From an optimization exercise on the open Yosys and OpenROAD flow, aimed at small area, a short achievable clock period and few clock cycles per item; shortcuts taken in it are not production practice.
Function was checked by simulation only, so behaviour that the tests miss may differ from the original.
No activity file was given, so power comes from the tool's default toggle rates.

==> flow/design.v <==
module ssaf_chdec (
    input  wire        clk,
    input  wire        rst,         
    input  wire        cmd_valid,
    output wire        cmd_ready,
    input  wire [31:0] cmd_s,
    input  wire [31:0] cmd_d,
    input  wire        k_valid,
    output wire        k_ready,
    input  wire [5:0]  k_data,
    input  wire        d_valid,
    output wire        d_ready,
    input  wire [31:0] d_off,
    input  wire [31:0] d_len,
    input  wire        in_valid,
    output wire        in_ready,
    input  wire [31:0] in_data,
    output reg         out_valid,
    input  wire        out_ready,
    output reg  [31:0] out_data,
    output reg         out_last
);
    localparam ST_IDLE  = 3'd0;
    localparam ST_STEP  = 3'd1;
    localparam ST_DESC  = 3'd2;
    localparam ST_K     = 3'd3;
    localparam ST_UNARY = 3'd4;
    localparam ST_REM   = 3'd5;
    reg [2:0]  state;
    reg [31:0] s_left;       
    reg [31:0] d_left;       
    reg [31:0] pos;          
    reg [11:0] cidx;         
    reg        have_desc;
    reg [31:0] cur_off;
    reg [31:0] cur_len;
    reg [5:0]  k;
    reg [5:0]  remcnt;
    reg [31:0] z;
    reg [31:0] bitbuf;
    reg [5:0]  bitcnt;
    reg [1:0]  idx;          
    reg [31:0] y1;           
    reg [31:0] y2;           
    wire bit_in   = bitbuf[31];
    wire bit_av   = (bitcnt != 6'd0);
    wire out_free = !out_valid || out_ready;
    assign cmd_ready = (state == ST_IDLE);
    assign k_ready   = (state == ST_K);
    assign d_ready   = (state == ST_DESC);
    assign in_ready  = ((state == ST_UNARY) || (state == ST_REM)) && !bit_av;
    wire [31:0] z_rem  = {z[30:0], bit_in};
    reg  [31:0] zfin;
    reg         emit_zero;
    always @(*) begin
        if (state == ST_UNARY)
            zfin = z;
        else
            zfin = z_rem;
    end
    wire [31:0] resid = emit_zero ? 32'd0 : ((zfin >> 1) ^ {32{zfin[0]}});
    wire [31:0] pred  = {y1[30:0], 1'b0} - y2;
    wire [31:0] sum   = pred + resid;
    wire [31:0] ynew  = (idx < 2'd2) ? resid : {{16{sum[15]}}, sum[15:0]};
    wire at_run    = have_desc && (pos == cur_off);
    wire rice_done = bit_av && (((state == ST_UNARY) && !bit_in && (k == 6'd0)) ||
                                ((state == ST_REM) && (remcnt == 6'd1)));
    wire zero_go   = (state == ST_STEP) && at_run && (cur_len != 32'd0);
    wire emit      = out_free && (rice_done || zero_go);
    always @(*) emit_zero = (state == ST_STEP);
    always @(posedge clk) begin
        if (rst) begin
            state     <= ST_IDLE;
            out_valid <= 1'b0;
            bitcnt    <= 6'd0;
            have_desc <= 1'b0;
        end else begin
            if (out_valid && out_ready)
                out_valid <= 1'b0;
            if (emit) begin
                out_valid <= 1'b1;
                out_data  <= ynew;
                out_last  <= (s_left == 32'd1);
                s_left    <= s_left - 32'd1;
                pos       <= pos + 32'd1;
                y2        <= y1;
                y1        <= ynew;
                if (idx != 2'd2)
                    idx <= idx + 2'd1;
            end
            case (state)
            ST_IDLE: begin
                if (cmd_valid) begin
                    s_left    <= cmd_s;
                    d_left    <= cmd_d;
                    pos       <= 32'd0;
                    cidx      <= 12'd0;
                    idx       <= 2'd0;
                    have_desc <= 1'b0;
                    bitcnt    <= 6'd0;    
                    state     <= ST_STEP;
                end
            end
            ST_STEP: begin
                if (!have_desc && (d_left != 32'd0)) begin
                    state <= ST_DESC;
                end else if (at_run) begin
                    if (cur_len == 32'd0) begin
                        have_desc <= 1'b0;
                    end else if (out_free) begin
                        cur_len <= cur_len - 32'd1;
                        cur_off <= cur_off + 32'd1;
                        if (cur_len == 32'd1)
                            have_desc <= 1'b0;
                    end
                end else if (s_left == 32'd0) begin
                    state <= ST_IDLE;
                end else begin
                    z <= 32'd0;
                    if (cidx == 12'd0)
                        state <= ST_K;
                    else
                        state <= ST_UNARY;
                end
            end
            ST_DESC: begin
                if (d_valid) begin
                    cur_off   <= d_off;
                    cur_len   <= d_len;
                    have_desc <= 1'b1;
                    d_left    <= d_left - 32'd1;
                    state     <= ST_STEP;
                end
            end
            ST_K: begin
                if (k_valid) begin
                    k     <= k_data;
                    state <= ST_UNARY;
                end
            end
            ST_UNARY: begin
                if (!bit_av) begin
                    if (in_valid) begin
                        bitbuf <= in_data;
                        bitcnt <= 6'd32;
                    end
                end else if (bit_in) begin
                    z      <= z + 32'd1;
                    bitbuf <= {bitbuf[30:0], 1'b0};
                    bitcnt <= bitcnt - 6'd1;
                end else if (k != 6'd0) begin
                    remcnt <= k;
                    bitbuf <= {bitbuf[30:0], 1'b0};
                    bitcnt <= bitcnt - 6'd1;
                    state  <= ST_REM;
                end else if (emit) begin
                    bitbuf <= {bitbuf[30:0], 1'b0};
                    bitcnt <= bitcnt - 6'd1;
                    cidx   <= cidx + 12'd1;
                    state  <= ST_STEP;
                end
            end
            ST_REM: begin
                if (!bit_av) begin
                    if (in_valid) begin
                        bitbuf <= in_data;
                        bitcnt <= 6'd32;
                    end
                end else if (remcnt != 6'd1) begin
                    z      <= z_rem;
                    remcnt <= remcnt - 6'd1;
                    bitbuf <= {bitbuf[30:0], 1'b0};
                    bitcnt <= bitcnt - 6'd1;
                end else if (emit) begin
                    bitbuf <= {bitbuf[30:0], 1'b0};
                    bitcnt <= bitcnt - 6'd1;
                    cidx   <= cidx + 12'd1;
                    state  <= ST_STEP;
                end
            end
            default: state <= ST_IDLE;
            endcase
        end
    end
endmodule
==> flow/run.sh <==
#!/bin/bash
# synth_recipe.tcl (not shown) runs the flow's synth.tcl, then flattens the netlist and writes it again
# the make line also repeats each setting of config.mk as NAME=value (left out here)
make -C /OpenROAD-flow-scripts/flow DESIGN_CONFIG=/design/flow/config.mk WORK_HOME=/design/flow/orfs CLKGATE_MAP_FILE= SYNTH_SCRIPT=/design/flow/synth_recipe.tcl finish
==> flow/config.mk <==
export PLATFORM = sky130hd
export DESIGN_NAME = ssaf_chdec
export DESIGN_NICKNAME = ssaf_chdec
export VERILOG_FILES = /design/flow/design.v
export SDC_FILE = /design/flow/constraint.sdc
export NUM_CORES = 4
export LEC_CHECK = 0
export CAP_MARGIN = 20
export CORE_MARGIN = 2
export CORE_UTILIZATION = 40
export PLACE_DENSITY = 0.6
export SLEW_MARGIN = 20
==> flow/constraint.sdc <==
create_clock -name core_clock -period 10.0 [get_ports {clk}]
set_input_delay 2.0000 -clock core_clock [delete_from_list [all_inputs] [get_ports {clk}]]
set_output_delay 2.0000 -clock core_clock [all_outputs]
set_load 0.01 [all_outputs]
==> summary.txt <==
[worst max path at each step]
stage / slack, ns / endpoint / from
after global placement: 4.12 / out_data[29] / state[2]
after floorplan: 2.98 / cur_len[0] / out_ready
after global routing: 3.53 / out_data[31] / state[2]
after CTS: 4.18 / out_data[18] / state[2]
after detailed placement: 4.21 / out_data[18] / state[2]
final: 4.09 / out_data[18] / state[2]
[sequential cells by signal, indices dropped and copies added, names as in the netlist, 2 cells and up]
register,cells
bitcnt,6
bitbuf,32
remcnt,6
z,32
k,6
state,3
cur_off,32
idx,2
y2,16
cur_len,32
d_left,32
s_left,32
out_data,32
cidx,12
pos,32
[layer usage]
layer	GRT usage	up-vias	part of all wire
li1	-	7791	-
met2	0.321	455	0.46
met5	0	-	0.00031
met4	0.0679	2	0.024
met3	0.0323	81	0.065
met1	0.286	7724	0.45
[layout make-up]
class / count / area [sq um] / area share
clock buffer: 47 / 1010 / 0.0428
sequential: 310 / 9200 / 0.392
antenna: 1 / 2.50 / 0.000107
clock inverter: 22 / 170 / 0.00724
multi-input combinational: 1510 / 9660 / 0.411
tap: 622 / 778 / 0.0331
inverter: 92 / 345 / 0.0147
timing repair buffer: 241 / 2330 / 0.0991
[cells by family (layout without fill, tap and decap cells)]
logic type,Yosys count,in the layout,share of synthesized area
other,0,1,0
AO/OA/AOI/OAI,416,416,0.132
multiplexers,82,82,0.0424
XOR/XNOR,186,186,0.0832
adder cells (fa/ha/maj),46,46,0.0351
buffers and inverters,210,402,0.0412
AND/OR/NAND/NOR,780,780,0.197
flip-flops,310,310,0.470
[power groups by stage]
stage | Clock (mW) | Sequential (mW) | Combinational (mW)
2_1_floorplan | 0 | 2.03 | 1.40
3_3_place_gp | 0 | 2.12 | 1.77
3_5_place_dp | 0 | 2.13 | 1.82
4_1_cts | 1.37 | 2.11 | 1.83
5_1_grt | 1.42 | 2.15 | 2.07
6_report | 1.34 | 2.11 | 1.83
[metrics by stage]
stage	util	setup slack [ns]	area, sq um	instances
6_report	0.483	4.09	23500	2845
4_1_cts	0.483	4.18	23500	2844
3_3_place_gp	0.458	4.12	22300	2774
3_5_place_dp	0.459	4.21	22300	2775
5_1_grt	0.483	3.53	23500	2844
2_1_floorplan	-	2.98	19600	2030
[synthesized netlist by cell type (53+ instances only)]
cell type and count:
clkbuf_1 103, xor2_1 78, nand2_1 267, mux2i_1 75, inv_1 90, o21ai_0 175, edfxtp_1 299, xnor2_1 108
nor2_1 137, nand4_1 54, nor3_1 53, nand3_1 83, a21oi_1 83
==> metrics.csv <==
stage;metric;value;unit
layout;Syn-to-layout area delta;20.0;%
pwr;Int Pwr;3.34;mW
worst_setup_path;Worst Path Required;10.27;ns
floorplanning;Die Ht;225;um
worst_setup_path;CP max stage cell;dfxtp_1;
logic_synthesis;synth warn;1;
layout;layout cells sized above 1;0.0612;
clocking;hold-fix buffer count after cts;0;
clocking;CTS Buffer Depth;3;
placed_design;I/O Buffers;210;
pwr;Power, Total;5.27;mW
logic_synthesis;Synth area leader;edfxtp_1;
timing;Rel. slew slack;0.262;
worst_setup_path;crit-path max FO;42;
logic_synthesis;Post-synth ARST share;0;
clocking;CTS Root Cell;clkbuf_16;
layout;number of fill cells;4548;
logic_synthesis;Cell Area, Synth;19600;sq um
clocking;clock sink total;310;
placed_design;HPWL Detailed;35900;um
floorplanning;Rows;81;
min_path;Worst Hold Path EP;y2[15];
pwr;worst vdd ir;0.000109;V
flow_run;number of max-cap violations;0;
worst_setup_path;crit path kind;reg -> reg;
logic_synthesis;Synth cell types;68;
timing;Max Slew Vio Count;0;
clocking;Post-CTS Setup Repair Bufs;0;
timing;setup tns final;0;ns
worst_setup_path;critical path, cell by cell;nor3b_2 -> buf_4 -> mux2i_4 -> buf_4 -> xor2_1 -> nand2_1 -> fa_1 -> inv_1 -> ha_1 -> inv_1 -> fa_1 -> nor2b_1 -> o21ai_0 -> a21oi_1 -> o211ai_1 -> a311oi_1 -> or4_1 -> nand4_1;
pwr;switching share of power;0.367;
floorplanning;Initial Utilization;0.402;
clocking;post-cts sizing count;0;
timing;Final setup violation count;0;
timing;clock skew;0.0183;ns
worst_setup_path;Buf/Inv on CP;4;
logic_synthesis;Synth Register Bits;310;
worst_setup_path;R2R Path Start;state[2];
pwr;part of the power in registers;0.400;
min_path;WHS Path Cells;0;
pwr;part of the power in combinational logic;0.346;
pwr;Power Dens Cells;225;nW/um^2
worst_setup_path;Critical Path AT;6.18;ns
route;1st-pass router iterations;6;
grt;initial antenna violation count;2;
floorplanning;I/O Pins;211;
route;antenna-violating nets left;0;
timing;min Tclk post-route;5.91;ns
logic_synthesis;Post-synth EDFFs;299;
pwr;NetSw;1.94;mW
logic_synthesis;Seq/Total Area, Yosys;0.470;
timing;Worst-Margin Slew;1.10;ns
route;WL final;51700;um
route;post-DR wirelength/cell;18.2;um
grt;first-pass GRT wire length;82800;um
min_path;min-delay worst type;reg -> reg;
grt;vias in the first global route;15490;
layout;most frequent cells in the layout;edfxtp_1, nand2_1, clkdlybuf4s50_1;
layout;most common cell after layout, fill and taps aside;edfxtp_1;
grt;GRT Overall Usage;0.204;
worst_setup_path;CP Capture Type;register;
route;via count;16053;
floorplanning;CORE AREA;48600;sq um
logic_synthesis;Syn Nets;2249;
logic_synthesis;synth top area cells;edfxtp_1, nand2_1, xnor2_1;
floorplanning;die footprint;50700;sq um
worst_setup_path;flop-to-flop setup slack;4.09;ns
timing;Hold Fails Final Rpt;0;
grt;largest net degree at the start of global routing;101;
worst_setup_path;family with the most delay on the worst path;simple AND/OR/NAND/NOR gates;
floorplanning;chip width;225;um
outcome;outcome;complete, no violations;
grt;total gr overflow;0;
pwr;leakage power;7.86;nW
layout;# nets final;2413;
logic_synthesis;Post-Synthesis Cells;2030;
logic_synthesis;most frequently used flop master after synthesis;edfxtp_1;
route;Iteration-0 DRC Markers;1010;
timing;period utilization;0.591;
timing;tightest hold margin;0.470;ns
placed_design;routability cong.;0.847;
pwr;clock share of power;0.253;
clocking;Clock Latency Late Sink;0.56;ns
worst_setup_path;CP Launch Type;register;
timing;Max Freq;169;MHz
clocking;TritonCTS clock tree;yes;
route;vias per inst;5.64;
worst_setup_path;CP max stage delay;0.72;ns
logic_synthesis;synthesized area per cell;9.64;sq um
worst_setup_path;worst r2r path cells;18;
clocking;CTS Buf Count;39;
clocking;clk slew on worst S/H paths;0.06;ns
min_path;hold wc startpoint;out_data[15];
clocking;H-tree levels;2;
worst_setup_path;reg2reg end;out_data[18];
worst_setup_path;WP depth;18;
timing;RSZ-0062 raised after global routing;false;
logic_synthesis;top-area cell type share of the netlist area;0.459;
route;remaining design rule violation count;0;
Testbench counts, summed over its fixed seeds: cycles 654,733, items 100,391.

==> what the ideal ports hide <==
No port has a modelled driver above. Below, the same layout with a new extraction and two added sets of constraints. Step 1, drivers: a clkbuf_16 drives clk and a buf_2 each remaining input, both assumed. Step 2 adds t to the input delays and takes it off the output delays; t is the mean of the earliest and latest rising clock arrival at the registers after step 1. Input paths then give back, and output paths get back, about the clock's delay inside the block. Three values: ideal ports, drivers, drivers and shift; two values: the first two.
shift t [ns]: 0.611
setup slack, ns: 4.091 / 4.091 / 4.091
worst slew at a driven data input, ns: 0.09
After both steps this run still meets setup and hold. For this run, drivers alone change the setup slack by 0.000 ns; drivers and shift together by 0.000 ns.
